Context: an optimization exercise on an open-source flow, tuned for small area. The choices shown serve that exercise and are no tape-out recipe. In this exercise RTL edits were held to simulation tests only and were not proved equivalent to the original. Power figures rest on the tool's default switching activity, not on a simulated workload.

==> flow/design.v <==
module r30x_engine (
    input  wire         clk,
    input  wire         rst,
    input  wire         cmd_valid,
    output wire         cmd_ready,
    input  wire [8:0]   cmd_op,
    input  wire [7:0]   cmd_buf,
    input  wire [15:0]  cmd_page,
    input  wire [15:0]  cmd_start,
    input  wire [15:0]  cmd_count,
    input  wire [31:0]  cmd_word,
    input  wire [7:0]   cmd_num,
    input  wire [7:0]   cmd_content,
    input  wire [7:0]   cmd_code,
    input  wire [8:0]   cmd_dlen,
    input  wire         din_valid,
    output wire         din_ready,
    input  wire [7:0]   din_data,
    output wire         rsp_valid,
    input  wire         rsp_take,
    output reg  [3:0]   rsp_result,
    output wire [8:0]   rsp_op,
    output wire [7:0]   rsp_status,
    output reg          rsp_has_status,
    output reg  [31:0]  rsp_value,
    output wire [31:0]  rsp_addr,
    output wire [3:0]   rsp_enr_state,
    output wire [4:0]   rsp_data_len,
    output wire [159:0] rsp_data,
    output reg  [15:0]  p_status_reg,
    output reg  [15:0]  p_sys_id,
    output reg  [15:0]  p_lib_size,
    output reg  [15:0]  p_sec_level,
    output reg  [31:0]  p_dev_addr,
    output reg  [15:0]  p_pkt_size,
    output reg  [15:0]  p_baud,
    output wire         tx_valid,
    input  wire         tx_ready,
    output wire [7:0]   tx_data,
    output wire         tx_last,
    output wire         tx_write,
    input  wire         rx_valid,
    input  wire [7:0]   rx_data,
    input  wire         rx_last,
    input  wire         ev_timeout,
    input  wire         ev_tpclosed,
    input  wire         ev_delay_elapsed,
    input  wire         ev_cancel,
    output reg          close_evt,
    output reg          delay_start
);
    localparam [3:0] R_SUCCESS          = 4'h0,
                     R_DEVICE_REJECTED  = 4'h1,
                     R_NO_MATCH         = 4'h2,
                     R_TIMEOUT          = 4'h3,
                     R_TRANSPORT_CLOSED = 4'h4,
                     R_RECEIVE_REJECTED = 4'h6,
                     R_SHORT_REPLY      = 4'h7,
                     R_BAD_REPLY        = 4'h8,
                     R_ILLEGAL_OP       = 4'h9,
                     R_CANCELLED        = 4'hA,
                     R_RX_OVERFLOW      = 4'hB,
                     R_ILLEGAL_ARG      = 4'hC;
    localparam [8:0] OP_CAPTURE   = 9'h001,
                     OP_IMG2CHR   = 9'h002,
                     OP_RSTBUF    = 9'h003,
                     OP_SEARCH    = 9'h004,
                     OP_GENTPL    = 9'h005,
                     OP_STORE     = 9'h006,
                     OP_LOAD      = 9'h007,
                     OP_GETCHR    = 9'h008,
                     OP_INSCHR    = 9'h009,
                     OP_UPIMG     = 9'h00A,
                     OP_INSIMG    = 9'h00B,
                     OP_DELETE    = 9'h00C,
                     OP_EMPTY     = 9'h00D,
                     OP_SETSYS    = 9'h00E,
                     OP_READSYS   = 9'h00F,
                     OP_SETPWD    = 9'h012,
                     OP_VFYPWD    = 9'h013,
                     OP_SETADDR   = 9'h015,
                     OP_SETPORT   = 9'h017,
                     OP_TPLCNT    = 9'h01D,
                     OP_ENROLL    = 9'h100,
                     OP_CLOSE     = 9'h101,
                     OP_CFG_WRITE = 9'h102,
                     OP_CFG_READ  = 9'h103;
    localparam [2:0] S_IDLE   = 3'd0,
                     S_BUILD  = 3'd1,    
                     S_SEND   = 3'd2,    
                     S_AWAIT  = 3'd3,    
                     S_DECODE = 3'd4,    
                     S_DATA   = 3'd5,    
                     S_RESP   = 3'd6,    
                     S_SEQ    = 3'd7;    
    localparam [3:0] E_IDLE   = 4'd0,
                     E_RESET  = 4'd1,
                     E_AWAIT1 = 4'd2,
                     E_I2C1   = 4'd3,
                     E_DELAY  = 4'd4,
                     E_AWAIT2 = 4'd5,
                     E_I2C2   = 4'd6,
                     E_GEN    = 4'd7,
                     E_STORE  = 4'd8,
                     E_DONE   = 4'd9,
                     E_FAILED = 4'd10;
    localparam [2:0] V_ZERO = 3'd0,
                     V_ONE  = 3'd1,
                     V_STAT = 3'd2,      
                     V_HALF = 3'd3,      
                     V_DEV  = 3'd4,      
                     V_CAP  = 3'd5,      
                     V_DATA = 3'd6;      
    reg [2:0]   st;
    reg [3:0]   enr_state;
    reg [31:0]  dev_addr;
    reg         policy;
    reg [31:0]  enr_captures;
    reg         closed;
    reg         mb_full;
    reg [8:0]   cur_op;
    reg         closed_at_data;
    reg         cancel_req;
    reg [5:0]   idx;         
    reg         cks_ok;      
    reg [7:0]   stat;
    reg [31:0]  addr_r;
    reg [2:0]   vsel;
    wire [7:0]  acc = {rsp_result, vsel, rsp_has_status};
    reg [7:0]   rdata [0:19];
    wire [7:0]  opb = rdata[0];
    wire [31:0] opw = {rdata[1], rdata[2], rdata[3], rdata[4]};
    wire [7:0]  vhi = rdata[14];
    wire [7:0]  vlo = rdata[15];
    wire [8:0]  dleft = {rdata[3][0], rdata[4]};
    wire [4:0]  len_lo = rdata[19][4:0];
    wire        len_hi = rdata[19][5];
    wire        hdr_ok = rdata[19][6];
    genvar gi;
    generate
        for (gi = 0; gi < 20; gi = gi + 1) begin : g_rdata
            assign rsp_data[8*gi +: 8] = rdata[gi];
        end
    endgenerate
    wire enr_active = (enr_state != E_IDLE) && (enr_state <= E_STORE);
    wire seq_capture = (enr_state == E_AWAIT1) || (enr_state == E_AWAIT2);
    wire seq_issue   = enr_active && (st == S_IDLE) && (enr_state != E_DELAY);
    wire host_accept = cmd_valid && cmd_ready;
    assign cmd_ready      = (st == S_IDLE) && !enr_active;
    assign rsp_valid      = (st == S_RESP);
    assign rsp_op         = cur_op;
    assign rsp_enr_state  = enr_state;
    assign rsp_status     = stat & {8{rsp_has_status}};
    assign rsp_addr       = addr_r;      
    assign rsp_data_len   = (vsel == V_DATA) ? (idx[4:0] - 5'd12) : 5'd0;
    always @(*) begin
        case (vsel)
            V_ONE:   rsp_value = 32'd1;
            V_STAT:  rsp_value = {24'd0, stat};
            V_HALF:  rsp_value = {16'd0, vhi, vlo};
            V_DEV:   rsp_value = dev_addr;
            V_CAP:   rsp_value = enr_captures;
            default: rsp_value = 32'd0;
        endcase
    end
    function op_is_device;
        input [8:0] op;
        begin
            case (op)
                OP_CAPTURE, OP_IMG2CHR, OP_RSTBUF, OP_SEARCH, OP_GENTPL,
                OP_STORE, OP_LOAD, OP_GETCHR, OP_INSCHR, OP_UPIMG, OP_INSIMG,
                OP_DELETE, OP_EMPTY, OP_SETSYS, OP_READSYS, OP_SETPWD,
                OP_VFYPWD, OP_SETADDR, OP_SETPORT, OP_TPLCNT:
                    op_is_device = 1'b1;
                default:
                    op_is_device = 1'b0;
            endcase
        end
    endfunction
    function op_uses_buf;
        input [8:0] op;
        begin
            case (op)
                OP_IMG2CHR, OP_STORE, OP_LOAD, OP_SEARCH, OP_GETCHR, OP_INSCHR:
                    op_uses_buf = 1'b1;
                default:
                    op_uses_buf = 1'b0;
            endcase
        end
    endfunction
    function [4:0] op_len;
        input [8:0] op;
        begin
            case (op)
                OP_IMG2CHR, OP_GETCHR, OP_INSCHR, OP_SETPORT: op_len = 5'd4;
                OP_SETSYS:                                    op_len = 5'd5;
                OP_STORE, OP_LOAD:                            op_len = 5'd6;
                OP_DELETE, OP_SETPWD, OP_VFYPWD, OP_SETADDR:  op_len = 5'd7;
                OP_SEARCH:                                    op_len = 5'd8;
                default:                                      op_len = 5'd3;
            endcase
        end
    endfunction
    wire op_bfirst = !((cur_op == OP_DELETE) || (cur_op == OP_SETPWD) ||
                       (cur_op == OP_VFYPWD) || (cur_op == OP_SETADDR));
    wire [6:0] idx_m8 = {1'b0, idx} - 7'd8;    
    reg  [7:0] fbyte;
    reg  [7:0] obyte;
    always @(*) begin
        case ({op_bfirst, idx[2:0]})
            4'b1_010: obyte = opb;             
            4'b1_011: obyte = opw[31:24];
            4'b1_100: obyte = opw[23:16];
            4'b1_101: obyte = opw[15:8];
            4'b1_110: obyte = opw[7:0];
            4'b0_010: obyte = opw[31:24];
            4'b0_011: obyte = opw[23:16];
            4'b0_100: obyte = opw[15:8];
            4'b0_101: obyte = opw[7:0];
            default:  obyte = 8'h00;
        endcase
        case (idx[3:0])
            4'd0:    fbyte = 8'hEF;
            4'd1:    fbyte = 8'h01;
            4'd2:    fbyte = dev_addr[31:24];
            4'd3:    fbyte = dev_addr[23:16];
            4'd4:    fbyte = dev_addr[15:8];
            4'd5:    fbyte = dev_addr[7:0];
            4'd6:    fbyte = 8'h01;
            4'd7:    fbyte = 8'h00;
            4'd8:    fbyte = {3'd0, len_lo};
            4'd9:    fbyte = cur_op[7:0];
            default: fbyte = obyte;
        endcase
        if (idx_m8 == {2'b0, len_lo})
            fbyte = acc;
        else if (idx_m8 == {2'b0, len_lo} - 7'd1)
            fbyte = 8'h00;
    end
    wire f_last = (idx_m8 == {2'b0, len_lo});
    wire sending = (st == S_SEND);
    wire strobe  = sending ? tx_ready : ((st == S_AWAIT) && rx_valid);
    wire [7:0] sb = sending ? fbyte : rx_data;
    wire reply_evt = rx_valid && rx_last;
    wire rstrobe   = (st == S_AWAIT) && rx_valid;
    wire in_sum = (idx >= 6'd6) && ((idx <= 6'd8) || ({1'b0, idx} <= {2'b0, len_lo} + 7'd6));
    always @(posedge clk) begin
        if (strobe) begin
            if (idx != 6'd33)
                idx <= idx + 6'd1;
        end
        if (rstrobe) begin
            if (idx == 6'd0) cks_ok <= 1'b0;
            if (idx == 6'd9) stat <= rx_data;
            if (idx_m8 == {2'b0, len_lo})
                cks_ok <= (rx_data == acc) && !len_hi && (len_lo >= 5'd3) && hdr_ok;
        end
        if (st == S_IDLE)
            idx <= 6'd0;
        if (sending && tx_ready && f_last)
            idx <= 6'd0;
        if (st == S_IDLE && cmd_valid && cmd_ready && cmd_op == OP_CFG_READ) begin
            case (cmd_num)
                8'd1:    stat <= {7'd0, policy};
                8'd3:    stat <= {4'd0, enr_state};
                default: stat <= {6'd0, mb_full, closed};
            endcase
        end
    end
    wire ld_cmd  = (st == S_IDLE) && host_accept;
    wire ld_seq  = (st == S_IDLE) && !host_accept && seq_issue;
    wire data_op = (cur_op == OP_GETCHR) || (cur_op == OP_UPIMG) || (cur_op == OP_READSYS);
    wire v_op    = (cur_op == OP_TPLCNT) || (cur_op == OP_SEARCH) || (cur_op == OP_READSYS);
    wire srch    = (cur_op == OP_SEARCH);
    wire dec     = (st == S_DATA) && !closed_at_data && (dleft != 9'd0) && din_valid && tx_ready;
    reg [7:0]  ld_b;
    reg [31:0] ld_w;
    always @(*) begin
        ld_b = (cmd_op == OP_SETPORT) ? cmd_code :
               (cmd_op == OP_SETSYS)  ? cmd_num  : cmd_buf;
        case (cmd_op)
            OP_SETPWD, OP_VFYPWD, OP_SETADDR:
                ld_w = cmd_word;
            OP_STORE, OP_LOAD, OP_ENROLL:
                ld_w = {cmd_page, cmd_count};
            OP_SETSYS:
                ld_w = {cmd_content, cmd_start[7:0], cmd_count};
            OP_INSCHR, OP_INSIMG:
                ld_w = {cmd_start, cmd_count[15:9], cmd_dlen};
            default:
                ld_w = {cmd_start, cmd_count};
        endcase
    end
    reg wr [0:19];
    integer k;
    always @(*) begin
        for (k = 0; k < 20; k = k + 1)
            wr[k] = (idx == k + 12);
        for (k = 0; k < 5; k = k + 1)
            wr[k] = wr[k] && data_op;
        wr[14] = v_op ? (idx == (srch ? 6'd11 : 6'd10)) : (idx == 6'd26);
        wr[15] = v_op ? (idx == (srch ? 6'd10 : 6'd11)) : (idx == 6'd27);
    end
    always @(posedge clk) begin
        if (ld_cmd) begin
            rdata[0] <= ld_b;
            rdata[1] <= ld_w[31:24];
            rdata[2] <= ld_w[23:16];
            rdata[3] <= ld_w[15:8];
            rdata[4] <= ld_w[7:0];
        end
        if (ld_seq)
            rdata[0] <= (enr_state == E_I2C2) ? 8'd2 : 8'd1;
        if (dec)
            {rdata[3][0], rdata[4]} <= dleft - 9'd1;
        if (sending && idx == 6'd0)
            rdata[19][4:0] <= op_len(cur_op);
        if (rstrobe) begin
            if (idx == 6'd0) rdata[19][6] <= (rx_data == 8'hEF);
            if (idx == 6'd1) rdata[19][6] <= hdr_ok && (rx_data == 8'h01);
            if (idx == 6'd7) rdata[19][5] <= (rx_data != 8'h00);
            if (idx == 6'd8) begin
                rdata[19][4:0] <= rx_data[4:0];
                if (rx_data[7:5] != 3'd0) rdata[19][5] <= 1'b1;
            end
        end
        for (k = 0; k < 20; k = k + 1)
            if ((rstrobe && wr[k]) || rst)
                rdata[k] <= rx_data & {8{!rst}};
    end
    wire [5:0] rlen = idx;
    wire r_valid = cks_ok;
    reg        d_respond;
    reg [3:0]  d_result;
    reg [2:0]  d_vsel;
    reg        d_has;
    reg        d_params;
    reg        d_data;
    always @(*) begin
        d_respond = 1'b1;
        d_result  = R_SUCCESS;
        d_vsel    = V_ZERO;
        d_has     = 1'b1;
        d_params  = 1'b0;
        d_data    = 1'b0;
        if (rlen == 6'd33) begin
            d_result = R_RX_OVERFLOW;
            d_has    = 1'b0;
        end else if (rlen < 6'd10) begin
            d_result = R_SHORT_REPLY;
            d_has    = 1'b0;
        end else if (policy && !r_valid) begin
            d_result = R_BAD_REPLY;
            d_has    = 1'b0;
        end else begin
            case (cur_op)
                OP_VFYPWD: begin
                    d_vsel = (stat == 8'h00) ? V_ONE : V_ZERO;
                end
                OP_CAPTURE: begin
                    d_vsel = V_STAT;
                end
                OP_READSYS: begin
                    if (rlen < 6'd26) begin
                        d_result = R_SHORT_REPLY;
                    end else begin
                        d_params = 1'b1;
                        if (stat != 8'h00)
                            d_result = R_DEVICE_REJECTED;
                    end
                end
                OP_TPLCNT: begin
                    if (stat != 8'h00)
                        d_result = R_DEVICE_REJECTED;
                    else if (rlen < 6'd12)
                        d_result = R_SHORT_REPLY;
                    else
                        d_vsel = V_HALF;
                end
                OP_SEARCH: begin
                    if (stat == 8'h00) begin
                        if (rlen < 6'd12)
                            d_result = R_SHORT_REPLY;
                        else
                            d_vsel = V_HALF;
                    end else if (stat == 8'h09) begin
                        d_result = R_NO_MATCH;
                    end else begin
                        d_result = R_DEVICE_REJECTED;
                    end
                end
                OP_GETCHR, OP_UPIMG: begin
                    if (stat != 8'h00)
                        d_result = R_DEVICE_REJECTED;
                    else
                        d_data = (rlen > 6'd12);
                end
                OP_INSCHR, OP_INSIMG: begin
                    if (stat != 8'h00)
                        d_result = R_RECEIVE_REJECTED;
                    else
                        d_respond = 1'b0;
                end
                OP_DELETE: begin
                    if (stat != 8'h00)
                        d_result = R_DEVICE_REJECTED;
                    else
                        d_vsel = V_ONE;
                end
                default: begin
                    if (stat != 8'h00)
                        d_result = R_DEVICE_REJECTED;
                end
            endcase
        end
    end
    always @(posedge clk) begin
        if (rst || (st == S_DECODE && d_params)) begin
            p_status_reg <= {vhi, vlo};
            p_sys_id     <= {rdata[0], rdata[1]};
            p_lib_size   <= {rdata[2], rdata[3]};
            p_sec_level  <= {rdata[4], rdata[5]};
            p_dev_addr   <= {rdata[6], rdata[7], rdata[8], rdata[9]};
            p_pkt_size   <= {rdata[10], rdata[11]};
            p_baud       <= {rdata[12], rdata[13]};
        end
    end
    wire cap_clr = ld_cmd && (cmd_op == OP_ENROLL);
    wire cap_inc = ld_seq && seq_capture && !cancel_req;
    reg  [31:0] cap_next;
    reg         cap_c;
    integer     ci;
    always @(*) begin
        cap_c = cap_inc;
        for (ci = 0; ci < 32; ci = ci + 1) begin
            cap_next[ci] = enr_captures[ci] ^ cap_c;
            cap_c        = cap_c & enr_captures[ci];
        end
    end
    always @(posedge clk) begin
        if (rst || cap_clr)
            enr_captures <= 32'd0;
        else
            enr_captures <= cap_next;
    end
    wire addr_clr = (st == S_IDLE) || (st == S_DATA) || (st == S_DECODE && !d_has) ||
                    (st == S_AWAIT && !reply_evt && (ev_tpclosed || ev_timeout));
    wire [7:0] addr_in = rx_data & {8{rstrobe}};
    always @(posedge clk) begin
        if ((rstrobe && idx == 6'd2) || addr_clr) addr_r[31:24] <= addr_in;
        if ((rstrobe && idx == 6'd3) || addr_clr) addr_r[23:16] <= addr_in;
        if ((rstrobe && idx == 6'd4) || addr_clr) addr_r[15:8]  <= addr_in;
        if ((rstrobe && idx == 6'd5) || addr_clr) addr_r[7:0]   <= addr_in;
    end
    wire r_ok        = (rsp_result == R_SUCCESS);
    wire [2:0] s_done = enr_active ? S_SEQ : S_RESP;
    reg [8:0] seq_op;
    always @(*) begin
        case (enr_state)
            E_RESET:             seq_op = OP_RSTBUF;
            E_AWAIT1, E_AWAIT2:  seq_op = OP_CAPTURE;
            E_I2C1, E_I2C2:      seq_op = OP_IMG2CHR;
            E_GEN:               seq_op = OP_GENTPL;
            default:             seq_op = OP_STORE;
        endcase
    end
    reg        t_end;
    reg        t_rej;           
    reg [3:0]  t_next;
    reg        t_arm;
    always @(*) begin
        t_end  = 1'b0;
        t_rej  = 1'b0;
        t_next = enr_state;
        t_arm  = 1'b0;
        if (!r_ok) begin
            t_end = 1'b1;
        end else begin
            case (enr_state)
                E_RESET:  t_next = E_AWAIT1;
                E_AWAIT1, E_AWAIT2: begin
                    if (stat == 8'h00)
                        t_next = (enr_state == E_AWAIT1) ? E_I2C1 : E_I2C2;
                    else if (stat != 8'h02) begin
                        t_end = 1'b1;
                        t_rej = 1'b1;
                    end
                end
                E_I2C1:  begin t_next = E_DELAY; t_arm = 1'b1; end
                E_I2C2:  t_next = E_GEN;
                E_GEN:   t_next = E_STORE;
                default: t_end = 1'b1;
            endcase
        end
    end
    reg [2:0] cfg_vsel;
    always @(*) begin
        case (cmd_num)
            8'd0:    cfg_vsel = V_DEV;
            8'd1:    cfg_vsel = V_STAT;
            8'd2:    cfg_vsel = V_CAP;
            8'd3:    cfg_vsel = V_STAT;
            8'd4:    cfg_vsel = V_STAT;
            default: cfg_vsel = V_ZERO;
        endcase
    end
    always @(posedge clk) begin
        if (rst) begin
            st           <= S_IDLE;
            enr_state    <= E_IDLE;
            dev_addr     <= 32'hFFFF_FFFF;
            policy       <= 1'b0;
            closed       <= 1'b0;
            mb_full      <= 1'b0;
            close_evt    <= 1'b0;
            delay_start  <= 1'b0;
        end else begin
            close_evt   <= 1'b0;
            delay_start <= 1'b0;
            if (ev_tpclosed)
                closed <= 1'b1;
            if (ev_cancel && enr_active)
                cancel_req <= 1'b1;
            if (reply_evt && st != S_AWAIT)
                mb_full <= 1'b1;
            if (ev_delay_elapsed && enr_state == E_DELAY)
                enr_state <= E_AWAIT2;
            if (strobe && in_sum)
                {rsp_result, vsel, rsp_has_status} <= acc + sb;
            if (sending && tx_ready && f_last)
                {rsp_result, vsel, rsp_has_status} <= 8'd0;
            case (st)
                S_IDLE: begin
                    if (host_accept) begin
                        cur_op         <= cmd_op;
                        rsp_has_status <= 1'b0;
                        vsel           <= V_ZERO;
                        if (!op_is_device(cmd_op) && cmd_op[8:2] != 7'b1000000) begin
                            rsp_result <= R_ILLEGAL_OP;
                            st         <= S_RESP;
                        end else if (op_uses_buf(cmd_op) && cmd_buf != 8'd1 && cmd_buf != 8'd2) begin
                            rsp_result <= R_ILLEGAL_ARG;
                            st         <= S_RESP;
                        end else if ((cmd_op == OP_INSCHR || cmd_op == OP_INSIMG) &&
                                     cmd_dlen[8] && cmd_dlen[7:0] != 8'd0) begin
                            rsp_result <= R_ILLEGAL_ARG;
                            st         <= S_RESP;
                        end else begin
                            case (cmd_op)
                                OP_ENROLL: begin
                                    cancel_req   <= 1'b0;
                                    enr_state    <= E_RESET;
                                end
                                OP_CLOSE: begin
                                    if (!closed)
                                        close_evt <= 1'b1;
                                    closed     <= 1'b1;
                                    rsp_result <= R_SUCCESS;
                                    st         <= S_RESP;
                                end
                                OP_CFG_WRITE: begin
                                    if (cmd_num == 8'd0) begin
                                        dev_addr   <= cmd_word;
                                        rsp_result <= R_SUCCESS;
                                    end else if (cmd_num == 8'd1) begin
                                        policy     <= cmd_word[0];
                                        rsp_result <= R_SUCCESS;
                                    end else begin
                                        rsp_result <= R_ILLEGAL_ARG;
                                    end
                                    st <= S_RESP;
                                end
                                OP_CFG_READ: begin
                                    rsp_result <= R_SUCCESS;
                                    vsel       <= cfg_vsel;
                                    st         <= S_RESP;
                                end
                                default: begin
                                    if (closed) begin
                                        rsp_result <= R_TRANSPORT_CLOSED;
                                        st         <= S_RESP;
                                    end else begin
                                        mb_full    <= 1'b0;
                                        rsp_result <= 4'd0;    
                                        st         <= S_SEND;
                                    end
                                end
                            endcase
                        end
                    end else if (seq_issue) begin
                        if (seq_capture && cancel_req) begin
                            cur_op         <= OP_ENROLL;
                            rsp_result     <= R_CANCELLED;
                            rsp_has_status <= 1'b0;
                            vsel           <= V_ZERO;
                            st             <= S_RESP;
                        end else begin
                            cur_op <= seq_op;
                            if (closed) begin
                                rsp_result     <= R_TRANSPORT_CLOSED;
                                rsp_has_status <= 1'b0;
                                vsel           <= V_ZERO;
                                st             <= S_SEQ;
                            end else begin
                                mb_full        <= 1'b0;
                                rsp_result     <= 4'd0;    
                                rsp_has_status <= 1'b0;
                                vsel           <= V_ZERO;
                                st             <= S_SEND;
                            end
                        end
                    end
                end
                S_SEND: begin
                    if (tx_ready && f_last)
                        st <= S_AWAIT;
                end
                S_AWAIT: begin
                    if (reply_evt) begin
                        st <= S_DECODE;
                    end else if (ev_tpclosed || ev_timeout) begin
                        rsp_result     <= ev_tpclosed ? R_TRANSPORT_CLOSED : R_TIMEOUT;
                        rsp_has_status <= 1'b0;
                        vsel           <= V_ZERO;
                        st             <= s_done;
                    end
                    closed_at_data <= closed;
                end
                S_DECODE: begin
                    rsp_result     <= d_result;
                    rsp_has_status <= d_has;
                    vsel           <= d_data ? V_DATA : d_vsel;
                    st <= d_respond ? s_done : S_DATA;
                end
                S_DATA: begin
                    if (closed_at_data || dleft == 9'd0) begin
                        rsp_result     <= closed_at_data ? R_TRANSPORT_CLOSED : R_SUCCESS;
                        rsp_has_status <= 1'b0;
                        st             <= S_RESP;
                    end
                end
                S_RESP: begin
                    if (rsp_take) begin
                        st <= S_IDLE;
                        if (enr_active)
                            enr_state <= r_ok ? E_DONE : E_FAILED;
                    end
                end
                S_SEQ: begin
                    if (t_end) begin
                        vsel <= V_ZERO;
                        if (t_rej)
                            rsp_result <= R_DEVICE_REJECTED;
                        if (r_ok && !t_rej)
                            cur_op <= OP_ENROLL;
                        st <= S_RESP;
                    end else begin
                        enr_state <= t_next;
                        if (t_arm)
                            delay_start <= 1'b1;
                        st <= S_IDLE;
                    end
                end
                default: st <= S_IDLE;
            endcase
        end
    end
    wire data_phase = (st == S_DATA) && !closed_at_data && (dleft != 9'd0);
    assign din_ready = data_phase && tx_ready;
    assign tx_valid  = data_phase ? din_valid : sending;
    assign tx_data   = data_phase ? din_data  : fbyte;
    assign tx_last   = data_phase ? (dleft == 9'd1) : f_last;
    assign tx_write  = data_phase;
endmodule
==> flow/flow/run.sh <==
#!/bin/bash
# Layout flow: the standard synthesis, then its combinational logic mapped
# again by ABC for area (flip-flops untouched, see resyn.py), then the
# standard ORFS flow from floorplan on, with
#  - port buffers of buf_1 instead of the default clkdlybuf4s50_1
#  - a clock tree of clkbuf_4/clkbuf_8 with sink clusters of up to 16, no dummy loads
# Each tool's output goes to a log of its own in this folder.
set -euo pipefail
KNOBS=(
  "BUFFER_PORTS_ARGS=-buffer_cell sky130_fd_sc_hd__buf_1"
  "CTS_ARGS=-sink_clustering_enable -repair_clock_nets -dont_use_dummy_load -sink_clustering_size 16 -sink_clustering_max_diameter 50 -buf_list {sky130_fd_sc_hd__clkbuf_4 sky130_fd_sc_hd__clkbuf_8}"
)
bash standard.sh "${KNOBS[@]}" synth > synth_flow.log 2>&1

R="$PWD/orfs/results/$FLOW_PLATFORM/r30x_engine/base"
YOSYS="$FLOW_HOME/../tools/install/yosys/bin/yosys"
[[ -x "$YOSYS" ]] || YOSYS=yosys
cp "$R/1_2_yosys.v" 1_2_yosys_standard.v
if python3 flow/resyn.py \
    "$FLOW_HOME/platforms/$FLOW_PLATFORM/lib/sky130_fd_sc_hd__tt_025C_1v80.lib" \
    "$FLOW_HOME/platforms/$FLOW_PLATFORM/config.mk" \
    1_2_yosys_standard.v "$PWD/1_2_yosys_resyn.v" "$PWD/resyn" "$PWD/flow/area.script" "$YOSYS" \
    > resyn.log 2>&1; then
  cp 1_2_yosys_resyn.v "$R/1_2_yosys.v"
  rm -f "$R/1_synth.odb" "$R/1_synth.sdc"
fi

bash standard.sh "${KNOBS[@]}" finish > standard_flow.log 2>&1
==> flow/flow/area.script <==
&get -n
&st
&dc2
&dch -f
&nf -R 1000 -F 20 -A 20 -E 10
&st
&dc2
&dch -f
&nf -R 1000 -F 20 -A 20 -E 10
&st
&dc2
&dch -f
&nf -R 1000 -F 20 -A 20 -E 10
&put
==> flow/flow/resyn.py <==
#!/usr/bin/env python3
"""Re-map the combinational logic of the standard synthesis netlist for area.

usage: resyn.py LIB PLATFORM_CONFIG IN_NETLIST OUT_NETLIST WORKDIR ABC_SCRIPT YOSYS

The flip-flops of IN_NETLIST are read as black boxes and kept exactly as they
are (instance names, cell types, connections); every other cell is read with
its Liberty function, flattened, and mapped again by ABC with ABC_SCRIPT.
Tie cells and pass-through buffers are added the way ORFS's synthesis adds
them.  OUT_NETLIST is written only if the result keeps the same flip-flops.
"""
import os, re, subprocess, sys

lib, cfg, nin, nout, work, script, yosys = sys.argv[1:8]
os.makedirs(work, exist_ok=True)

text = open(lib).read()
i = text.index('cell (')
head, cells, pos = text[:i], [], i
while True:
    j = text.find('cell (', pos)
    if j < 0:
        break
    k = text.index('{', j)
    depth, m = 1, k + 1
    while depth:
        c = text[m]
        if c == '{':
            depth += 1
        elif c == '}':
            depth -= 1
        m += 1
    cells.append(text[j:m])
    pos = m
seq = [c for c in cells if re.search(r'\b(ff|latch|statetable)\s*\(', c)]
comb = [c for c in cells if c not in seq]
open(os.path.join(work, 'comb.lib'), 'w').write(head + '\n'.join(comb) + '\n}\n')
open(os.path.join(work, 'seq.lib'), 'w').write(head + '\n'.join(seq) + '\n}\n')

conf = open(cfg).read()
m = re.search(r'export DONT_USE_CELLS \+= \\\n(.*?)\n\n', conf, re.S)
dont_use = ' '.join('-dont_use ' + c for c in re.findall(r'sky130_fd_sc_hd__\w+', m.group(1)))

out_tmp = os.path.join(work, 'out.v')
ys = f"""read_liberty -lib {work}/seq.lib
read_liberty -ignore_miss_func {work}/comb.lib
read_verilog {nin}
hierarchy -top r30x_engine
rename -hide w:_*
flatten
rename -hide w:*.*
opt_clean -purge
abc -liberty {lib} {dont_use} -script {script} -D 45000
read_liberty -lib -ignore_redef {lib}
setundef -zero
splitnets
opt_clean -purge
hilomap -singleton -hicell sky130_fd_sc_hd__conb_1 HI -locell sky130_fd_sc_hd__conb_1 LO
insbuf -buf sky130_fd_sc_hd__buf_4 A X
check -assert -mapped
tee -o {work}/stat.txt stat -liberty {lib}
write_verilog -noattr -nohex -nodec {out_tmp}
"""
open(os.path.join(work, 'resyn.ys'), 'w').write(ys)
with open(os.path.join(work, 'yosys.log'), 'w') as log:
    subprocess.run([yosys, '-s', os.path.join(work, 'resyn.ys')], stdout=log, stderr=subprocess.STDOUT, check=True)

def flops(path):
    v = open(path).read()
    return sorted(re.findall(r'(sky130_fd_sc_hd__e?df\w+)\s+(\S+)\s*\(', v))

a, b = flops(nin), flops(out_tmp)
if not a or a != b:
    sys.exit(f'flip-flops changed: {len(a)} before, {len(b)} after')
if re.search(r'[/:]', ' '.join(re.findall(r'\\(\S+)', open(out_tmp).read()))):
    sys.exit('a name contains / or :')
os.replace(out_tmp, nout)
print(f'resyn: {len(a)} flip-flops kept')
==> flow/standard.sh <==
#!/bin/bash
# synth_recipe.tcl (not shown) runs the flow's synth.tcl, then flattens the netlist and writes it again
# the make line also repeats each setting of config.mk as NAME=value (left out here)
make -C /OpenROAD-flow-scripts/flow DESIGN_CONFIG=/design/flow/config.mk WORK_HOME=/design/flow/orfs CLKGATE_MAP_FILE= SYNTH_SCRIPT=/design/flow/synth_recipe.tcl "${@:-finish}"
==> flow/config.mk <==
export PLATFORM = sky130hd
export DESIGN_NAME = r30x_engine
export DESIGN_NICKNAME = r30x_engine
export VERILOG_FILES = /design/flow/design.v
export SDC_FILE = /design/flow/constraint.sdc
export NUM_CORES = 4
export LEC_CHECK = 0
export CAP_MARGIN = 0
export CORE_MARGIN = 2
export CORE_UTILIZATION = 45
export SLEW_MARGIN = 0
==> flow/constraint.sdc <==
create_clock -name core_clock -period 45.0 [get_ports {clk}]
set_input_delay 9.0000 -clock core_clock [delete_from_list [all_inputs] [get_ports {clk}]]
set_output_delay 9.0000 -clock core_clock [all_outputs]
set_load 0.01 [all_outputs]
==> flow_metrics.env, run 1 <==
export IMPL_multi_input_area_um2=6852
export IMPL_hold_class="register to register"
export IMPL_cpMaxStageDelayCell="buf_1"
export IMPL_drv_slew=0
export IMPL_die_w_um=210.5
export IMPL_fin_util_pct=54.32
export IMPL_syn_nets=1878
export IMPL_drc=0
export IMPL_largest_reg_flops=160
export IMPL_grtUsageTotal_pct=34.59
export IMPL_top_register="rdata"
export IMPL_die_area_um2=44300
export IMPL_status="timing/DRC/antenna clean"
export IMPL_grt_pass1_wl_um=111300
export IMPL_clock_fmax_ghz=0.05368
export IMPL_syn_to_final_growth_pct=19.06
export IMPL_tns_ps=0
export IMPL_cp_start_kind="input port"
export IMPL_drtIter0Drc=1941
export IMPL_grt_max_degree=78
export IMPL_rrSetupSlack_ps=36990
export IMPL_worstPathMaxFanout=6
export IMPL_total_power_uw=1126
export IMPL_crit_top_cell="buf_1"
export IMPL_ant_nets=0
export IMPL_routabilityCongestion=1.016
export IMPL_worstHoldEndpoint="p_dev_addr[5]"
export IMPL_syn_area_per_cell_um2=11.15
export IMPL_cts_htree_levels=2
export IMPL_skew_ps=66.43
export IMPL_wl_per_cell_um=27.38
export IMPL_hold_violations=0
export IMPL_cts_buffer_depth=3
export IMPL_post_cts_setup_buffers=0
export IMPL_path_class="input port to primary output"
export IMPL_tightestPinTransition_ps=1278
export IMPL_core_area_um2=42040
export IMPL_period_share_pct=41.40
export IMPL_setup_viol=0
export IMPL_clk_latency_ps=650
export IMPL_power_density_nw_per_um2=49.29
export IMPL_grt_setup_unrepaired="false"
export IMPL_nNetsFinal=2511
export IMPL_port_buffers=556
export IMPL_power_leakage_uw=0.007811
export IMPL_worst_ep_required_time_ps=36000
export IMPL_syn_cell_area_um2=19180
export IMPL_dp_slack_ps=26370
export IMPL_cts_tree="done"
export IMPL_dp_hpwl_um=60560
export IMPL_reg2regPathDepth=26
export IMPL_synth_cells=1720
export IMPL_start_util_pct=45.63
export IMPL_firstDrtPassIters=9
export IMPL_maxCapViolCount=0
export IMPL_gr_total_overflow=0
export IMPL_seq_area_um2=12120
export IMPL_cts_root_buf="clkbuf_8"
export IMPL_fin_crit_ps=18630
export IMPL_die_y_um=210.5
export IMPL_setup_slack_ps=26370
export IMPL_cp_slowest_stage_delay_ps=260
export IMPL_routed_wl_um=79140
export IMPL_worstSetupEndpointType="primary output"
export IMPL_dp_cells=2844
export IMPL_r2r_start="enr_state[3]"
export IMPL_ys_warnings_count=3
export IMPL_drive_above_1_share_pct=3.828
export IMPL_hold_start="rdata[9][5]"
export IMPL_hold_buffers=0
export IMPL_cts_made_buffers=46
export IMPL_num_io_pins=557
export IMPL_n_antenna_cell=0
export IMPL_nFillCells=3852
export IMPL_cts_sinks=434
export IMPL_postCtsResizedCells=0
export IMPL_path_clk_slew_ps=90
export IMPL_antenna_found_initial=1
export IMPL_via_per_inst=6.168
export IMPL_min_path_cells=0
export IMPL_max_slew_margin_pct=13.89
export IMPL_rows=75
export IMPL_cp_cell_sequence="buf_1, and2_0, buf_1"
export IMPL_reg2reg_to="enr_captures[31]"
export IMPL_vias=17826
export IMPL_startpoint="tx_ready"
export IMPL_cp_arrival_ps=9630
export IMPL_grt_pass1_vias=16381
export IMPL_instances_no_fill=2890
export IMPL_ir_worst_vdd_mv=0.04769
[worst max path at each step]
stage	slack [ps]	depth (start not counted)	to
6_report	26370	3	din_ready
5_1_grt	26340	3	din_ready
4_1_cts	26360	3	din_ready
3_5_place_dp	26370	3	din_ready
3_3_place_gp	26430	3	din_ready
2_1_floorplan	26750	2	tx_data[0]
[metrics by stage]
step / instance area [um2] / hold WS [ps]
finish: 22840 / 436.8
global placement: 22210 / 435.5
global route: 22840 / 455.9
detailed placement: 22210 / 432.7
CTS: 22840 / 437.4
floorplan: 19180 / 422.8
[where the power goes]
| part | switching, uW | internal, uW |
|---|---|---|
| clock | 128 | 90.7 |
| sequential | 64.6 | 503 |
| combinational | 236 | 103 |
| total | 429 | 697 |
[cell type report]
type | instances | area share, %
Timing Repair Buffer | 591 | 10.29
Clock buffer | 46 | 2.772
Inverter | 55 | 0.9040
Multi-Input combinational cell | 1225 | 30.00
Sequential cell | 434 | 53.08
Tap cell | 539 | 2.953
[critical path, delay by kind of cell]
| kind | cells | cell delay (ps) |
|---|---|---|
| and+or+nand+nor | 1 | 210 |
| buffers and inverters | 2 | 420 |
[routing by layer]
layer | global-route usage (%) | share of wire, % | vias to the layer above
met4 | 14.45 | 4.5 | 0
met5 | 0 | 0 | -
met2 | 55.23 | 46 | 1052
met1 | 47.00 | 40 | 8739
met3 | 5.915 | 9.6 | 195
li1 | - | - | 7840
[placed cells by master, fill, tap and decap left out, types with 30 or more instances in the layout]
| cell | count |
|---|---|
| clkinv_1 | 55 |
| o21ai_0 | 120 |
| nor3_1 | 71 |
| a21oi_1 | 166 |
| and2_0 | 40 |
| nor2_1 | 138 |
| nand3_1 | 39 |
| mux2i_1 | 31 |
| edfxtp_1 | 343 |
| dfxtp_1 | 91 |
| nor2b_1 | 30 |
| clkbuf_8 | 46 |
| buf_1 | 555 |
| buf_4 | 35 |
| nand2_1 | 241 |
==> run 2: changes to the inputs <==
--- a/flow/config.mk
+++ b/flow/config.mk
@@ -5,7 +5,7 @@
 export SDC_FILE = /design/flow/constraint.sdc
 export NUM_CORES = 4
 export LEC_CHECK = 0
-export CAP_MARGIN = 0
+export CAP_MARGIN = 20
 export CORE_MARGIN = 2
 export CORE_UTILIZATION = 45
-export SLEW_MARGIN = 0
+export SLEW_MARGIN = 20
==> flow_metrics.env, run 2 <==
export IMPL_syn_to_final_growth_pct=19.24
export IMPL_cts_htree_levels=2
export IMPL_drv_slew=0
export IMPL_die_y_um=210.5
export IMPL_total_power_uw=1130
export IMPL_grt_setup_unrepaired="false"
export IMPL_cp_start_kind="input port"
export IMPL_cts_root_buf="clkbuf_8"
export IMPL_largest_reg_flops=160
export IMPL_grt_max_degree=78
export IMPL_power_leakage_uw=0.007826
export IMPL_via_per_inst=6.192
export IMPL_num_io_pins=557
export IMPL_nNetsFinal=2513
export IMPL_fin_area_um2=22870
export IMPL_hold_class="register to register"
export IMPL_die_w_um=210.5
export IMPL_r2r_start="enr_state[3]"
export IMPL_fin_crit_ps=18620
export IMPL_firstDrtPassIters=6
export IMPL_setup_viol=0
export IMPL_whs_ps=435.3
export IMPL_post_cts_setup_buffers=0
export IMPL_reg2reg_to="enr_captures[30]"
export IMPL_ant_nets=0
export IMPL_nFillCells=3854
export IMPL_layout_common_cells="buf_1, edfxtp_1, nand2_1"
export IMPL_fin_util_pct=54.41
export IMPL_postCtsResizedCells=0
export IMPL_top_register="rdata"
export IMPL_path_clk_slew_ps=90
export IMPL_hold_violations=0
export IMPL_cts_buffer_depth=3
export IMPL_die_area_um2=44300
export IMPL_cts_tree="done"
export IMPL_grt_pass1_wl_um=112000
export IMPL_grtUsageTotal_pct=34.83
export IMPL_worst_ep_required_time_ps=36000
export IMPL_syn_nets=1878
export IMPL_rrSetupSlack_ps=36940
export IMPL_routed_wl_um=79420
export IMPL_worstSetupEndpointType="primary output"
export IMPL_startpoint="tx_ready"
export IMPL_vias=17913
export IMPL_ir_worst_vdd_mv=0.04022
export IMPL_port_buffers=556
export IMPL_path_class="input port to primary output"
export IMPL_drive_above_1_share_pct=3.952
export IMPL_cts_made_buffers=47
export IMPL_wl_per_cell_um=27.45
export IMPL_cts_sinks=434
export IMPL_tns_ps=0
export IMPL_period_share_pct=41.38
export IMPL_dpl_instance_area_um2=22220
export IMPL_worstPathMaxFanout=6
export IMPL_ys_warnings_count=3
export IMPL_status="timing/DRC/antenna clean"
export IMPL_syn_area_per_cell_um2=11.15
export IMPL_gr_total_overflow=0
export IMPL_routabilityCongestion=1.016
export IMPL_reg2regPathDepth=26
export IMPL_syn_cell_area_um2=19180
export IMPL_hold_start="rdata[10][2]"
export IMPL_start_util_pct=45.63
export IMPL_cp_arrival_ps=9620
export IMPL_hold_buffers=0
export IMPL_min_path_cells=0
export IMPL_drc=0
export IMPL_core_area_um2=42040
export IMPL_max_slew_margin_pct=28.04
export IMPL_clock_fmax_ghz=0.05371
export IMPL_maxCapViolCount=0
export IMPL_rows=75
export IMPL_power_density_nw_per_um2=49.39
export IMPL_worstHoldEndpoint="p_pkt_size[10]"
export IMPL_synth_cells=1720
export IMPL_grt_pass1_vias=16508
export IMPL_skew_ps=65.65
export IMPL_final_common_cell="buf_1"
export IMPL_antenna_found_initial=1
export IMPL_dp_hpwl_um=60700
export IMPL_clk_latency_ps=660
export IMPL_drtIter0Drc=2160
export IMPL_tightestPinTransition_ps=1071
[run 2: metrics by stage]
| step | std cells | setup WS [ps] |
|---|---|---|
| final | 2893 | 26380 |
| after global routing | 2892 | 26320 |
| after CTS | 2892 | 26380 |
| after detailed placement | 2845 | 26390 |
| after global placement | 2844 | 26430 |
| after floorplan | 1720 | 26750 |
[run 2: worst max path at each step]
stage | endpoint | slack (ps) | cells past startpoint
3_3_place_gp | din_ready | 26430 | 3
5_1_grt | din_ready | 26320 | 3
2_1_floorplan | tx_data[0] | 26750 | 2
6_report | din_ready | 26380 | 3
3_5_place_dp | din_ready | 26390 | 3
4_1_cts | din_ready | 26380 | 3
[run 2: per-layer routing]
| layer | track usage (%) | vias to the layer above | part of all wire, % | routed length, um |
|---|---|---|---|---|
| met5 | 0 | - | 0 | 0 |
| met1 | 46.68 | 8742 | 39 | 31170 |
| met2 | 55.23 | 1122 | 46 | 36860 |
| met4 | 15.54 | 0 | 4.6 | 3631 |
| li1 | - | 7847 | - | - |
| met3 | 6.838 | 202 | 9.8 | 7761 |
[run 2: where the power goes]
part           total (uW)  internal, uW  switching (uW)  leakage, uW
clock                 223          92.6             130     0.000338
sequential            568           503            64.9      0.00414
combinational         339           103             236      0.00334
[run 2: critical path: stages]
cell    delay, ps
buf_1         260
and2_0        200
buf_1         160
[run 2: layout make-up]
type                       instances  area (um2)  area share (%)
inverter                          55       206.4          0.9026
clock buffer                      47       646.9           2.828
multi-input combinational       1225        6855           29.97
antenna                            1       2.502         0.01094
sequential                       434       12120           52.99
timing repair buffer             592        2366           10.34
tap                              539       674.4           2.948
==> run 3: changes to the inputs <==
--- a/flow/design.v
+++ b/flow/design.v
@@ -150,7 +150,7 @@
     assign rsp_valid      = (st == S_RESP);
     assign rsp_op         = cur_op;
     assign rsp_enr_state  = enr_state;
-    assign rsp_status     = stat & {8{rsp_has_status}};
+    assign rsp_status     = stat;        
     assign rsp_addr       = addr_r;      
     assign rsp_data_len   = (vsel == V_DATA) ? (idx[4:0] - 5'd12) : 5'd0;
     always @(*) begin
@@ -251,7 +251,6 @@
         end
         if (rstrobe) begin
             if (idx == 6'd0) cks_ok <= 1'b0;
-            if (idx == 6'd9) stat <= rx_data;
             if (idx_m8 == {2'b0, len_lo})
                 cks_ok <= (rx_data == acc) && !len_hi && (len_lo >= 5'd3) && hdr_ok;
         end
@@ -259,13 +258,6 @@
             idx <= 6'd0;
         if (sending && tx_ready && f_last)
             idx <= 6'd0;
-        if (st == S_IDLE && cmd_valid && cmd_ready && cmd_op == OP_CFG_READ) begin
-            case (cmd_num)
-                8'd1:    stat <= {7'd0, policy};
-                8'd3:    stat <= {4'd0, enr_state};
-                default: stat <= {6'd0, mb_full, closed};
-            endcase
-        end
     end
     wire ld_cmd  = (st == S_IDLE) && host_accept;
     wire ld_seq  = (st == S_IDLE) && !host_accept && seq_issue;
@@ -311,6 +303,14 @@
         end
         if (ld_seq)
             rdata[0] <= (enr_state == E_I2C2) ? 8'd2 : 8'd1;
+        if (ld_cmd && cmd_op == OP_CFG_READ) begin
+            rdata[14] <= 8'd0;
+            case (cmd_num)
+                8'd1:    rdata[15] <= {7'd0, policy};
+                8'd3:    rdata[15] <= {4'd0, enr_state};
+                default: rdata[15] <= {6'd0, mb_full, closed};
+            endcase
+        end
         if (dec)
             {rdata[3][0], rdata[4]} <= dleft - 9'd1;
         if (sending && idx == 6'd0)
@@ -451,6 +451,7 @@
         if ((rstrobe && idx == 6'd3) || addr_clr) addr_r[23:16] <= addr_in;
         if ((rstrobe && idx == 6'd4) || addr_clr) addr_r[15:8]  <= addr_in;
         if ((rstrobe && idx == 6'd5) || addr_clr) addr_r[7:0]   <= addr_in;
+        if ((rstrobe && idx == 6'd9) || addr_clr) stat          <= addr_in;
     end
     wire r_ok        = (rsp_result == R_SUCCESS);
     wire [2:0] s_done = enr_active ? S_SEQ : S_RESP;
@@ -497,10 +498,10 @@
     always @(*) begin
         case (cmd_num)
             8'd0:    cfg_vsel = V_DEV;
-            8'd1:    cfg_vsel = V_STAT;
+            8'd1:    cfg_vsel = V_HALF;
             8'd2:    cfg_vsel = V_CAP;
-            8'd3:    cfg_vsel = V_STAT;
-            8'd4:    cfg_vsel = V_STAT;
+            8'd3:    cfg_vsel = V_HALF;
+            8'd4:    cfg_vsel = V_HALF;
             default: cfg_vsel = V_ZERO;
         endcase
     end
==> flow_metrics.env, run 3 <==
export IMPL_skew_ps=84.39
export IMPL_tns_ps=0
export IMPL_hold_class="register to register"
export IMPL_crit_family="buffers and inverters"
export IMPL_cp_start_kind="input port"
export IMPL_path_clk_slew_ps=90
export IMPL_p_int_uw=694.4
export IMPL_final_common_cell="buf_1"
export IMPL_routabilityCongestion=1.008
export IMPL_path_class="input port to primary output"
export IMPL_syn_nets=1834
export IMPL_dp_hpwl_um=59650
export IMPL_cp_slowest_stage_delay_ps=290
export IMPL_cp_arrival_ps=9780
export IMPL_cp_cell_sequence="buf_1, and2_0, buf_1"
export IMPL_power_leakage_uw=0.007785
export IMPL_drc=0
export IMPL_power_density_nw_per_um2=49.33
export IMPL_setup_slack_ps=26220
export IMPL_core_area_um2=41850
export IMPL_syn_area_per_cell_um2=11.34
export IMPL_syn_to_final_growth_pct=18.87
export IMPL_ys_warnings_count=3
export IMPL_worstPathMaxFanout=5
export IMPL_grt_pass1_wl_um=108600
export IMPL_total_power_uw=1114
export IMPL_post_cts_setup_buffers=0
export IMPL_fin_area_um2=22590
export IMPL_layout_common_cells="buf_1, edfxtp_1, nand2_1"
export IMPL_die_w_um=209.5
export IMPL_max_slew_margin_pct=27.48
export IMPL_postCtsResizedCells=0
export IMPL_grt_setup_unrepaired="false"
export IMPL_die_area_um2=43890
export IMPL_via_per_inst=6.137
export IMPL_dp_slack_ps=26260
export IMPL_largest_reg_flops=160
export IMPL_cts_tree="done"
export IMPL_status="timing/DRC/antenna clean"
export IMPL_cts_made_buffers=45
export IMPL_period_share_pct=41.72
export IMPL_cpMaxStageDelayCell="buf_1"
export IMPL_cts_root_buf="clkbuf_8"
export IMPL_hold_buffers=0
export IMPL_crit_top_cell="buf_1"
export IMPL_grtUsageTotal_pct=33.90
export IMPL_cts_htree_levels=2
export IMPL_fin_crit_ps=18780
export IMPL_ir_worst_vdd_mv=0.02796
export IMPL_grt_max_degree=73
export IMPL_net_switching_power_uw=419.8
export IMPL_drv_slew=0
export IMPL_pwr_share_seq_pct=50.4
export IMPL_pwr_share_comb_pct=30.0
export IMPL_drtIter0Drc=2369
export IMPL_tightestPinTransition_ps=1076
export IMPL_clock_fmax_ghz=0.05326
export IMPL_drive_above_1_share_pct=3.481
export IMPL_top_register="rdata"
export IMPL_gr_total_overflow=0
export IMPL_syn_cell_area_um2=19000
export IMPL_worstSetupEndpointType="primary output"
export IMPL_hold_violations=0
export IMPL_start_util_pct=45.40
export IMPL_wl_per_cell_um=27.08
export IMPL_port_buffers=556
export IMPL_routed_wl_um=76900
export IMPL_antenna_found_initial=3
export IMPL_vias=17430
export IMPL_nNetsFinal=2458
export IMPL_grt_pass1_vias=15761
export IMPL_clk_latency_ps=670
export IMPL_dpl_instance_area_um2=21950
export IMPL_worst_path_buf_inv=2
export IMPL_die_y_um=209.5
export IMPL_cts_buffer_depth=3
export IMPL_num_io_pins=557
export IMPL_rows=75
export IMPL_setup_viol=0
export IMPL_sw_frac_of_total_pct=37.68
export IMPL_worst_ep_required_time_ps=36000
export IMPL_firstDrtPassIters=9
export IMPL_maxCapViolCount=0
export IMPL_cts_sinks=434
export IMPL_ant_nets=0
export IMPL_fin_util_pct=53.97
export IMPL_synth_cells=1676
export IMPL_pwr_share_clk_pct=19.6
==> run 3: changes by cell type in the layout (fill, tap and decap cells not counted), sizes merged, moves of 7 or more <==
cell	previous run	this run
nand2	241	217
nor2	139	152
a22o	1	10
a21oi	166	159
nor3	71	58
and2	40	26
o21ai	124	117
a211oi	21	14
buf	591	581
a21o	5	12
==> run 3: metrics by stage <==
stage	instances	hold slack (ps)
CTS	2836	440.7
detailed placement	2791	433.5
global route	2840	447.6
global placement	2791	433.1
floorplan	1676	424.0
finish	2840	436.6
==> run 3: worst reg2reg max path, cell delays in order, from the launching register on <==
cell	delay (ps)
dfxtp_1	650
o21bai_1	240
a21boi_0	260
nor2b_1	440
and4_1	360
and3_1	210
and2_0	250
and3_1	230
and2_0	240
and3_1	230
and2_0	240
and3_1	230
and2_0	240
and3_1	250
and2_0	260
and3_1	230
and2_0	240
and3_1	220
and2_0	240
and3_1	230
and2_0	240
and3_1	290
and3_1	230
and2_0	260
and3_1	200
nor3_1	50
==> run 3: worst paths after layout <==
kind,from,endpoint,slack (ps),depth (start not counted)
worst max-delay path,tx_ready,din_ready,26220,3
worst min-delay path,rdata[11][2],p_pkt_size[2],440,0
worst max register to register,enr_state[1],enr_captures[31],38160,25
worst min register to register,rdata[11][2],p_pkt_size[2],440,0
==> run 3: layer usage <==
metal | track usage (%) | routed length [um] | part of all wire (%)
met5 | 0 | 0 | 0
met4 | 11.76 | 2782 | 3.6
met3 | 6.928 | 7819 | 10
met2 | 54.36 | 35910 | 47
met1 | 46.16 | 30380 | 40
==> run 3: power by group through the flow <==
stage          registers, uW  logic, uW  clock network, uW
2_1_floorplan            572        164                  0
3_3_place_gp             567        326                  0
3_5_place_dp             568        328                  0
4_1_cts                  559        330                222
5_1_grt                  565        359                235
6_report                 562        334                219
==> run 3: layout make-up <==
class	count	area (um2)
fill	3797	19270
sequential	434	12120
multi-input combinational	1187	6691
timing repair buffer	583	2288
tap	539	674.4
clock buffer	45	619.3
inverter	49	183.9
antenna	3	7.507
==> run 4: changes to the inputs <==
--- a/flow/config.mk
+++ b/flow/config.mk
@@ -7,5 +7,5 @@
 export LEC_CHECK = 0
 export CAP_MARGIN = 20
 export CORE_MARGIN = 2
-export CORE_UTILIZATION = 45
+export CORE_UTILIZATION = 55
 export SLEW_MARGIN = 20
==> flow_metrics.env, run 4 <==
export IMPL_ant_nets=0
export IMPL_synth_cells=1676
export IMPL_cts_tree="done"
export IMPL_skew_ps=54.90
export IMPL_setup_viol=0
export IMPL_path_class="input port to primary output"
export IMPL_cts_root_buf="clkbuf_8"
export IMPL_drtIter0Drc=2247
export IMPL_antenna_found_initial=4
export IMPL_ys_warnings_count=3
export IMPL_drive_above_1_share_pct=3.649
export IMPL_gr_total_overflow=0
export IMPL_period_share_pct=41.40
export IMPL_final_common_cell="buf_1"
export IMPL_firstDrtPassIters=7
export IMPL_rrSetupSlack_ps=37940
export IMPL_r2r_start="st[1]"
export IMPL_layout_common_cells="buf_1, edfxtp_1, nand2_1"
export IMPL_clock_fmax_ghz=0.05368
export IMPL_port_buffers=556
export IMPL_routabilityCongestion=0.9932
export IMPL_grt_setup_unrepaired="false"
export IMPL_cts_made_buffers=40
export IMPL_crit_cells=3
export IMPL_cp_slowest_stage_delay_ps=240
export IMPL_grt_pass1_wl_um=104000
export IMPL_grtUsageTotal_pct=39.40
export IMPL_die_area_um2=36050
export IMPL_drv_slew=0
export IMPL_drc=0
export IMPL_routed_wl_um=73370
export IMPL_hold_violations=0
export IMPL_nNetsFinal=2462
export IMPL_syn_cell_area_um2=19000
export IMPL_reg2reg_to="enr_captures[31]"
export IMPL_sw_frac_of_total_pct=37.46
export IMPL_pwr_share_comb_pct=30.8
export IMPL_cpMaxStageDelayCell="buf_1"
export IMPL_dp_slack_ps=26420
export IMPL_syn_nets=1834
export IMPL_post_cts_setup_buffers=0
export IMPL_worstPathMaxFanout=5
export IMPL_min_path_cells=0
export IMPL_fin_crit_ps=18630
export IMPL_path_clk_slew_ps=90
export IMPL_syn_to_final_growth_pct=18.30
export IMPL_dp_hpwl_um=56470
export IMPL_setup_slack_ps=26370
export IMPL_net_switching_power_uw=410.3
export IMPL_cp_cell_sequence="buf_1, and2_0, buf_1"
export IMPL_clk_latency_ps=600
export IMPL_crit_family="buffers and inverters"
export IMPL_vias=17559
export IMPL_worstSetupEndpointType="primary output"
export IMPL_status="timing/DRC/antenna clean"
export IMPL_maxCapViolCount=0
export IMPL_grt_max_degree=73
export IMPL_cts_htree_levels=2
export IMPL_worst_ep_required_time_ps=36000
export IMPL_power_leakage_uw=0.007793
export IMPL_pwr_share_seq_pct=50.8
export IMPL_num_io_pins=557
export IMPL_worst_path_buf_inv=2
export IMPL_p_int_uw=684.9
export IMPL_max_slew_margin_pct=28.94
export IMPL_tightestPinTransition_ps=1054
export IMPL_startpoint="tx_ready"
export IMPL_wl_per_cell_um=26.60
export IMPL_start_util_pct=55.42
export IMPL_cp_arrival_ps=9630
export IMPL_cts_buffer_depth=3
export IMPL_crit_end="din_ready"
export IMPL_hold_buffers=0
export IMPL_die_w_um=189.9
export IMPL_cts_sinks=434
export IMPL_tns_ps=0
export IMPL_hold_class="register to register"
export IMPL_core_area_um2=34290
export IMPL_reg2regPathDepth=25
export IMPL_rows=68
export IMPL_ir_worst_vdd_mv=0.02850
export IMPL_largest_reg_flops=160
export IMPL_top_register="rdata"
export IMPL_pwr_share_clk_pct=18.4
export IMPL_postCtsResizedCells=0
export IMPL_via_per_inst=6.367
export IMPL_die_y_um=189.9
export IMPL_cp_start_kind="input port"
export IMPL_syn_area_per_cell_um2=11.34
export IMPL_power_density_nw_per_um2=48.72
export IMPL_grt_pass1_vias=16050
export IMPL_crit_top_cell="buf_1"
export IMPL_total_power_uw=1095
==> run 4: worst min-delay path by stage <==
stage,startpoint,to
6_report,rdata[6][3],p_dev_addr[27]
5_1_grt,rdata[11][0],p_pkt_size[0]
4_1_cts,rdata[8][5],p_dev_addr[13]
3_5_place_dp,rdata[8][5],p_dev_addr[13]
3_3_place_gp,rdata[8][4],p_dev_addr[12]
2_1_floorplan,dev_addr[24],dev_addr[24]
==> run 4: power groups by stage <==
| stage | Clock, uW | Sequential (uW) | Combinational, uW |
|---|---|---|---|
| final | 202 | 556 | 337 |
| after global placement | 0 | 561 | 327 |
| after CTS | 202 | 553 | 331 |
| after global routing | 217 | 560 | 358 |
| after floorplan | 0 | 572 | 164 |
| after detailed placement | 0 | 562 | 329 |
==> run 4: area by class of cell <==
type	instances	area, um2
diodes	1	2.502
clock buffers	40	550.5
fillers	2807	11810
inverters	49	183.9
multi-input cells	1187	6693
flip-flops and latches	434	12120
well taps	455	569.3
repair buffers	592	2359
==> run 4: metrics by stage <==
step	cell area (um2)	hold WS, ps	util [%]	std cells
after global placement	21920	431.2	63.94	2717
after floorplan	19000	424.0	-	1676
after CTS	22470	458.9	65.54	2757
after detailed placement	21920	431.8	63.94	2717
after global routing	22480	469.5	65.56	2758
final	22480	458.9	65.56	2758
==> run 4: layer usage <==
layer | global-route usage [%] | routed length (um) | vias up
met4 | 19.17 | 4021 | 2
met1 | 49.98 | 26010 | 8355
met5 | 0 | 13 | -
li1 | - | - | 7696
met2 | 65.26 | 34950 | 1283
met3 | 7.582 | 8380 | 223

## separate check: timing with driven ports
No port has a modelled driver above. Below, the same layouts with a new extraction and two added sets of constraints. Step 1, drivers: a clkbuf_16 drives clk and a buf_2 each remaining input, both assumed. Step 2 times the ports against the registers' clock, not the clock port: input delays grow and output delays shrink by t, the midpoint of the rising clock arrivals with the driver on. Three values: no drivers, after step 1, after step 2; two values: the first two.
| run | shift t [ns] | slack for setup (ns) | hold slack, ns | latest minus earliest clock arrival (ns) | worst slew at a driven data input, ns |
|---|---|---|---|---|---|
| run 1 | 0.673 | 26.370 / 26.346 / 26.346 | 0.437 / 0.437 / 0.437 | 0.067 / 0.067 | 0.06 |
| run 2 | 0.675 | 26.380 / 26.356 / 26.356 | 0.435 / 0.435 / 0.435 | 0.076 / 0.076 | 0.07 |
| run 3 | 0.681 | 26.225 / 26.179 / 26.179 | 0.437 / 0.437 / 0.437 | 0.093 / 0.092 | 0.09 |
| run 4 | 0.629 | 26.371 / 26.336 / 26.336 | 0.459 / 0.459 / 0.459 | 0.055 / 0.056 | 0.10 |
After both steps every run listed still meets setup and hold. For run 3, which loses most, drivers alone change the setup slack by -0.046 ns; drivers and shift together by -0.046 ns.
